Context: an optimization exercise on an open-source flow, tuned for small area, a short achievable clock period and few clock cycles per item. The choices shown serve that exercise and are no tape-out recipe. At most, simulation tests tie the RTL to the original design; equivalence was not proved.

Design flex_bch, start of the top module:
module flex_bch (
    input  wire        clk,
    input  wire        rst,
    input  wire        in_valid,
    output wire        in_ready,
    input  wire        in_op,
    input  wire [31:0] in_word,
    output wire        out_valid,
    input  wire        out_ready,
    output wire [31:0] out_word,
    output wire        out_ok,
    output wire [1:0]  out_nfix
);
make LEC_CHECK=0 CAP_MARGIN=20 CORE_MARGIN=2 CORE_UTILIZATION=40 PLACE_DENSITY=0.6 SETUP_SLACK_MARGIN=3.5 SLEW_MARGIN=20 finish   # period 8.0 ns
run.sh (not shown) runs the stock make flow with config.mk's settings and CLKGATE_MAP_FILE= SYNTH_SCRIPT=/design/flow/synth_recipe.tcl, a recipe that flattens the netlist after the stock synthesis.
Then changed:
- SETUP_SLACK_MARGIN: 3.5 -> 3.9
=> The new run went through all stages and came out clean. Worst setup slack is better by 0.068 ns. Final area grows by roughly a tenth. Via count is higher by a little under a tenth. Synthesized cell count does not change. Global-route usage grows by 1.1 points.
No run of this note included a check of the RTL's function; only the layout flow was run.

========
run 1:
The RTL this note starts from:
==> flow/design.v <==
module gf32_mul (
    input  wire [24:0] a,
    input  wire [4:0]  b,
    output wire [4:0]  y
);
    assign y = (a[4:0]   & {5{b[0]}}) ^ (a[9:5]   & {5{b[1]}}) ^ (a[14:10] & {5{b[2]}}) ^
               (a[19:15] & {5{b[3]}}) ^ (a[24:20] & {5{b[4]}});
endmodule
module gf32_inv (
    input  wire [4:0]  a,
    output reg  [24:0] g,
    output reg  [4:0]  tau
);
    always @* begin
        case (a)
            5'd0: begin g = 25'h0000000; tau = 5'h00; end
            5'd1: begin g = 25'h0FAAD21; tau = 5'h09; end
            5'd2: begin g = 25'h12131BA; tau = 5'h08; end
            5'd3: begin g = 25'h1C2CA04; tau = 5'h1E; end
            5'd4: begin g = 25'h1A8EEA3; tau = 5'h02; end
            5'd5: begin g = 25'h0953770; tau = 5'h16; end
            5'd6: begin g = 25'h0546059; tau = 5'h13; end
            5'd7: begin g = 25'h14D1E43; tau = 5'h04; end
            5'd8: begin g = 25'h0F3782D; tau = 5'h15; end
            5'd9: begin g = 25'h11FF027; tau = 5'h19; end
            5'd10: begin g = 25'h132863B; tau = 5'h11; end
            5'd11: begin g = 25'h17C0555; tau = 5'h03; end
            5'd12: begin g = 25'h04BB8FB; tau = 5'h1A; end
            5'd13: begin g = 25'h17665F1; tau = 5'h1C; end
            5'd14: begin g = 25'h01332E2; tau = 5'h01; end
            5'd15: begin g = 25'h01539BC; tau = 5'h05; end
            5'd16: begin g = 25'h02D72C5; tau = 5'h0E; end
            5'd17: begin g = 25'h1B2094D; tau = 5'h14; end
            5'd18: begin g = 25'h02716B8; tau = 5'h0D; end
            5'd19: begin g = 25'h07C2DD0; tau = 5'h07; end
            5'd20: begin g = 25'h0799326; tau = 5'h0F; end
            5'd21: begin g = 25'h158A645; tau = 5'h10; end
            5'd22: begin g = 25'h147FF5D; tau = 5'h1F; end
            5'd23: begin g = 25'h0B4AB2C; tau = 5'h0C; end
            5'd24: begin g = 25'h0E99B1A; tau = 5'h12; end
            5'd25: begin g = 25'h1240EF6; tau = 5'h1D; end
            5'd26: begin g = 25'h1E3D7E2; tau = 5'h06; end
            5'd27: begin g = 25'h065FE2C; tau = 5'h18; end
            5'd28: begin g = 25'h0B22511; tau = 5'h0A; end
            5'd29: begin g = 25'h10399F4; tau = 5'h17; end
            5'd30: begin g = 25'h1AEE124; tau = 5'h0B; end
            5'd31: begin g = 25'h1E6EC77; tau = 5'h1B; end
            default: begin g = 25'h0; tau = 5'h0; end
        endcase
    end
endmodule
module gf32_log (
    input  wire [4:0]  a,
    output wire [30:0] m
);
    assign m[30] = (a == 5'd1);
    assign m[29] = (a == 5'd2);
    assign m[28] = (a == 5'd4);
    assign m[27] = (a == 5'd8);
    assign m[26] = (a == 5'd16);
    assign m[25] = (a == 5'd5);
    assign m[24] = (a == 5'd10);
    assign m[23] = (a == 5'd20);
    assign m[22] = (a == 5'd13);
    assign m[21] = (a == 5'd26);
    assign m[20] = (a == 5'd17);
    assign m[19] = (a == 5'd7);
    assign m[18] = (a == 5'd14);
    assign m[17] = (a == 5'd28);
    assign m[16] = (a == 5'd29);
    assign m[15] = (a == 5'd31);
    assign m[14] = (a == 5'd27);
    assign m[13] = (a == 5'd19);
    assign m[12] = (a == 5'd3);
    assign m[11] = (a == 5'd6);
    assign m[10] = (a == 5'd12);
    assign m[9] = (a == 5'd24);
    assign m[8] = (a == 5'd21);
    assign m[7] = (a == 5'd15);
    assign m[6] = (a == 5'd30);
    assign m[5] = (a == 5'd25);
    assign m[4] = (a == 5'd23);
    assign m[3] = (a == 5'd11);
    assign m[2] = (a == 5'd22);
    assign m[1] = (a == 5'd9);
    assign m[0] = (a == 5'd18);
endmodule
module flex_bch (
    input  wire        clk,
    input  wire        rst,
    input  wire        in_valid,
    output wire        in_ready,
    input  wire        in_op,
    input  wire [31:0] in_word,
    output wire        out_valid,
    input  wire        out_ready,
    output wire [31:0] out_word,
    output wire        out_ok,
    output wire [1:0]  out_nfix
);
    wire [4:0] s1, s3;
    wire [9:0] e;            
    wire xn31 = in_word[4] ^ in_word[15];
    wire xn32 = in_word[22] ^ in_word[25];
    wire xn33 = in_word[6] ^ in_word[14];
    wire xn34 = in_word[2] ^ in_word[11];
    wire xn35 = in_word[16] ^ in_word[17];
    wire xn36 = in_word[5] ^ in_word[7];
    wire xn37 = in_word[21] ^ in_word[24];
    wire xn38 = in_word[3] ^ in_word[12];
    wire xn39 = xn31 ^ xn34;
    wire xn40 = in_word[8] ^ in_word[23];
    wire xn41 = in_word[1] ^ in_word[27];
    wire xn42 = in_word[0] ^ in_word[26];
    wire xn43 = in_word[13] ^ in_word[19];
    wire xn44 = in_word[10] ^ in_word[18];
    wire xn45 = xn38 ^ xn43;
    wire xn46 = xn32 ^ xn36;
    wire xn47 = xn35 ^ xn44;
    wire xn48 = xn33 ^ xn37;
    wire xn49 = in_word[14] ^ in_word[16];
    wire xn50 = in_word[9] ^ in_word[20];
    wire xn51 = in_word[5] ^ in_word[21];
    wire xn52 = in_word[1] ^ in_word[30];
    wire xn53 = xn31 ^ xn51;
    wire xn54 = xn35 ^ xn42;
    wire xn55 = xn33 ^ xn40;
    wire xn56 = xn39 ^ xn47;
    wire xn57 = xn45 ^ xn46;
    assign s1[0] = ((((in_word[20] ^ in_word[8]) ^ xn31) ^ (xn49 ^ xn52)) ^ xn57);
    assign s1[1] = ((((in_word[0] ^ in_word[18]) ^ (in_word[29] ^ in_word[7])) ^ xn39) ^ (xn45 ^ xn48));
    assign s1[2] = ((((in_word[19] ^ in_word[28]) ^ (in_word[6] ^ in_word[7])) ^ (xn32 ^ xn40)) ^ xn56);
    assign s1[3] = ((((in_word[15] ^ in_word[22]) ^ (in_word[3] ^ in_word[9])) ^ (xn36 ^ xn41)) ^ (xn47 ^ xn48));
    assign s1[4] = ((((in_word[13] ^ in_word[2]) ^ xn50) ^ xn53) ^ (xn54 ^ xn55));
    assign s3[0] = ((((in_word[12] ^ in_word[25]) ^ xn52) ^ xn48) ^ xn56);
    assign s3[1] = ((((in_word[11] ^ in_word[27]) ^ (in_word[28] ^ in_word[4])) ^ (xn32 ^ xn37)) ^ ((xn38 ^ xn42) ^ (xn49 ^ xn50)));
    assign s3[2] = ((((in_word[15] ^ in_word[18]) ^ xn34) ^ xn54) ^ xn57);
    assign s3[3] = ((((in_word[10] ^ in_word[12]) ^ (in_word[13] ^ in_word[17])) ^ ((in_word[23] ^ in_word[26]) ^ (in_word[28] ^ in_word[29]))) ^ ((xn32 ^ xn41) ^ xn53));
    assign s3[4] = ((((in_word[0] ^ in_word[20]) ^ xn41) ^ xn39) ^ (xn46 ^ xn55));
    wire [9:0] rem;          
    wire [9:0] s = {s3, s1};
    wire xm10 = s[0] ^ s[5];
    wire xm11 = s[3] ^ xm10;
    wire xm12 = s[1] ^ s[4];
    wire xm13 = s[7] ^ s[9];
    wire xm14 = s[8] ^ xm12;
    wire xm15 = s[2] ^ s[6];
    wire xm16 = s[6] ^ xm14;
    wire xm17 = s[2] ^ s[9];
    wire xm18 = xm13 ^ xm15;
    wire xm19 = s[4] ^ xm11;
    assign rem[0] = ((s[0] ^ s[7]) ^ xm16);
    assign rem[1] = (s[1] ^ xm18);
    assign rem[2] = (xm17 ^ xm11);
    assign rem[3] = xm11;
    assign rem[4] = xm16;
    assign rem[5] = ((xm10 ^ xm17) ^ xm14);
    assign rem[6] = (xm15 ^ xm19);
    assign rem[7] = ((xm13 ^ xm11) ^ xm16);
    assign rem[8] = (xm10 ^ xm18);
    assign rem[9] = (xm13 ^ xm19);
    wire [9:0] d_hi = in_word[30:21] ^ ({rem[0], rem[1], rem[2], rem[3], rem[4], rem[5], rem[6], rem[7], rem[8], rem[9]} & {10{in_op}});
    reg        full;
    reg [30:0] word;
    assign in_ready  = !full || out_ready;
    assign out_valid = full;
    always @(posedge clk) begin
        if (rst)
            full <= 1'b0;
        else if (in_ready)
            full <= in_valid;
    end
    wire [24:0] g;
    wire [4:0]  tau;
    gf32_inv u_tab (.a(s1), .g(g), .tau(tau));
    wire [4:0] pa, pb;
    gf32_mul u_pa (.a({10'd0, g[14:0]}), .b({2'b00, s3[2:0]}), .y(pa));
    gf32_mul u_pb (.a({g[24:15], 15'd0}), .b({s3[4:3], 3'b000}), .y(pb));
    wire d_ta = ~^(tau[2:0] & s3[2:0]);
    wire d_tb = ^(tau[4:3] & s3[4:3]);
    reg       b31, op, remz, ta, tb;
    reg [4:0] ra, rb, rc;
    always @(posedge clk) begin
        if (in_ready) begin
            b31  <= in_word[31];
            op   <= in_op;
            remz <= (s1 == 5'd0 && s3 == 5'd0);
            ta   <= d_ta;
            tb   <= d_tb;
            word <= {d_hi, in_word[20:0]};
            ra   <= pa;
            rb   <= pb;
            rc   <= pb ^ s1;
        end
    end
    wire fix = !op && !(ta ^ tb);
    wire ok  = op || remz || fix;
    wire [4:0] r1 = ra ^ rc, r2 = ra ^ rb;
    wire b31_out = b31 && !ok;
    wire [30:0] m1, m2;
    gf32_log u_m1 (.a(r1), .m(m1));
    gf32_log u_m2 (.a(r2), .m(m2));
    wire [30:0] fixed = word ^ ((m1 | m2) & {31{fix}});
    assign out_word = {b31_out, fixed};
    assign out_ok   = ok;
    assign out_nfix = {fix && r1 != 5'd0, fix && r1 == 5'd0};
endmodule
clock: 8.0 ns
lec_check: 0
cap_margin: 20
core_margin: 2
core_utilization: 40
cts_buf_list: sky130_fd_sc_hd__clkbuf_4 sky130_fd_sc_hd__clkbuf_8
place_density: 0.6
setup_slack_margin: 3.7
slew_margin: 20
standard.sh (not shown) runs the stock make flow with config.mk's settings and CLKGATE_MAP_FILE= SYNTH_SCRIPT=/design/flow/synth_recipe.tcl, a recipe that flattens the netlist after the stock synthesis.
==> flow/flow/run.sh <==
#!/bin/bash
# Layout: the standard flow (ORFS synthesis, floorplan, power grid, place, CTS,
# route) with two changes:
#  - the half/full adder cells and the 3-input XOR/XNOR cells are added to the
#    platform's don't-use list, so Yosys's adder extraction leaves the XOR logic to
#    ABC, which maps it into faster 2-input gates;
#  - the port buffers are buf_2 cells instead of the delay cells buffer_ports picks.
# Registers are untouched: same names and cell types as the standard synthesis.
# ORFS writes each step's log to orfs/logs/; make's output goes to standard.log.
set -euo pipefail
export BUFFER_PORTS_ARGS="-buffer_cell sky130_fd_sc_hd__buf_2"
PLATFORM_DONT_USE=$(make -s -C "$FLOW_HOME" DESIGN_CONFIG="$PWD/config.mk" WORK_HOME="$PWD/orfs_q" print-DONT_USE_CELLS 2>/dev/null | sed -n 's/^DONT_USE_CELLS *: *//p')
rm -rf orfs_q
EXTRA=""
for c in ha_1 ha_2 ha_4 fa_1 fa_2 fa_4 xor3_1 xor3_2 xor3_4 xnor3_1 xnor3_2 xnor3_4; do
  EXTRA="$EXTRA sky130_fd_sc_hd__$c"
done
echo "DONT_USE_CELLS=$PLATFORM_DONT_USE$EXTRA" > dont_use.log
bash standard.sh "DONT_USE_CELLS=$PLATFORM_DONT_USE$EXTRA" finish > standard.log 2>&1
Testbench counts of run 1, summed over its fixed seeds: cycles 4,808, items 4,800.
Changes in run 2 relative to run 1:
Settings: SETUP_SLACK_MARGIN changed from 3.7 to 3.5; TNS_END_PERCENT newly set to 30.
Notes after the runs:
Side by side, number of cells upsized or downsized after cts turned out lower in run 2 than in run 1. The met3 usage in global routing of run 2 and that of run 1 are within noise of each other. Relative to run 1, the number of global-route vias before repair of run 2 is lower by about 0.7%. Comparing run 1 against run 2, there is no change at all in number of instances in the synthesized netlist. Run 2 ended with less wire length than run 1.
The inputs of run 3 differ from those of run 2 as listed below.
Settings: changing PLACE_DENSITY from 0.6 to 0.8; removing TNS_END_PERCENT (formerly 30); changing CORE_UTILIZATION from 40 to 50.
--- outcome ---
Looking only at arrival time of data at the critical path endpoint, and setting everything else aside, the lower value of run 2 and run 3 goes to run 3.
Minimum hold slack: run 3 vs run 2 down 0.0049 ns
Run 3: worst endpoint required time is 0.05 ns lower than what run 2 reported.
For the count of placed standard cells in the final layout, fillers left out, run 3 came in 36 lower than run 2 did.
Run 3 gives less post-detailed-placement cell area than run 2 did.
From run 3 to run 2, number of enable flip-flop cells after synthesis did not move at all.
In the reports for run 2 and run 3, the smaller area of the placeable core belongs to run 3.
The following lists how run 4 was set up differently from run 3:
Settings: a change of PLACE_DENSITY from 0.8 to 0.6; a change of CORE_UTILIZATION from 50 to 40; a change of SETUP_SLACK_MARGIN from 3.5 to 3.2.
## What came out
Measured against each other, run 4 and run 3 differ in area growth from synthesis to layout, the lower figure coming from run 4. Taking run 3 as the reference, in run 4 insertion delay to the later sink of the worst-skew pair did not really move; met3 track demand over resource in global routing fell 1.1 points. Against run 3, final cell count in run 4 rose by a few percent. The critical path's largest stage delay of run 4 is higher than that of run 3. | cell area | run 4 vs run 3 | better |. Compared run 4 vs run 3, and utilization is down in run 4.

static timing again, ports no longer ideal:
How much do the figures lean on ideal ports? The routed layouts below were timed once more, with nothing changed but the port constraints.
Step 1 (the two cells are an assumption about what drives the block):
set clk [get_ports {clk}]
set_driving_cell -lib_cell sky130_fd_sc_hd__clkbuf_16 $clk
set_driving_cell -lib_cell sky130_fd_sc_hd__buf_2 [delete_from_list [all_inputs] $clk]
Step 2 also shifts input and output timing later by t, the mid clock arrival at the registers, as if the neighbouring blocks saw the same clock.
a / b / c = ideal ports / drivers / drivers and shift; a / b = the first two.
run	shift t [ns]	setup slack, ns	worst setup path after step 2	slew at the worst register clock pin (ns)
the first run of note 1	0.389	3.440 / 3.399 / 3.195	input to register	0.07 / 0.07
the second run of note 1	0.385	3.508 / 3.467 / 3.595	input to register	0.07 / 0.07
run 1	0.331	3.708 / 3.720 / 3.389	input to register	0.09 / 0.09
run 2	0.328	3.507 / 3.517 / 3.189	input to register	0.09 / 0.09
run 3	0.333	3.491 / 3.498 / 3.165	input to register	0.10 / 0.10
run 4	0.334	3.366 / 3.381 / 3.047	input to register	0.09 / 0.09
After both steps setup and hold are still met in every run listed. The setup slack of run 3, which loses most, moves by +0.007 ns with the drivers and by -0.326 ns with both steps.
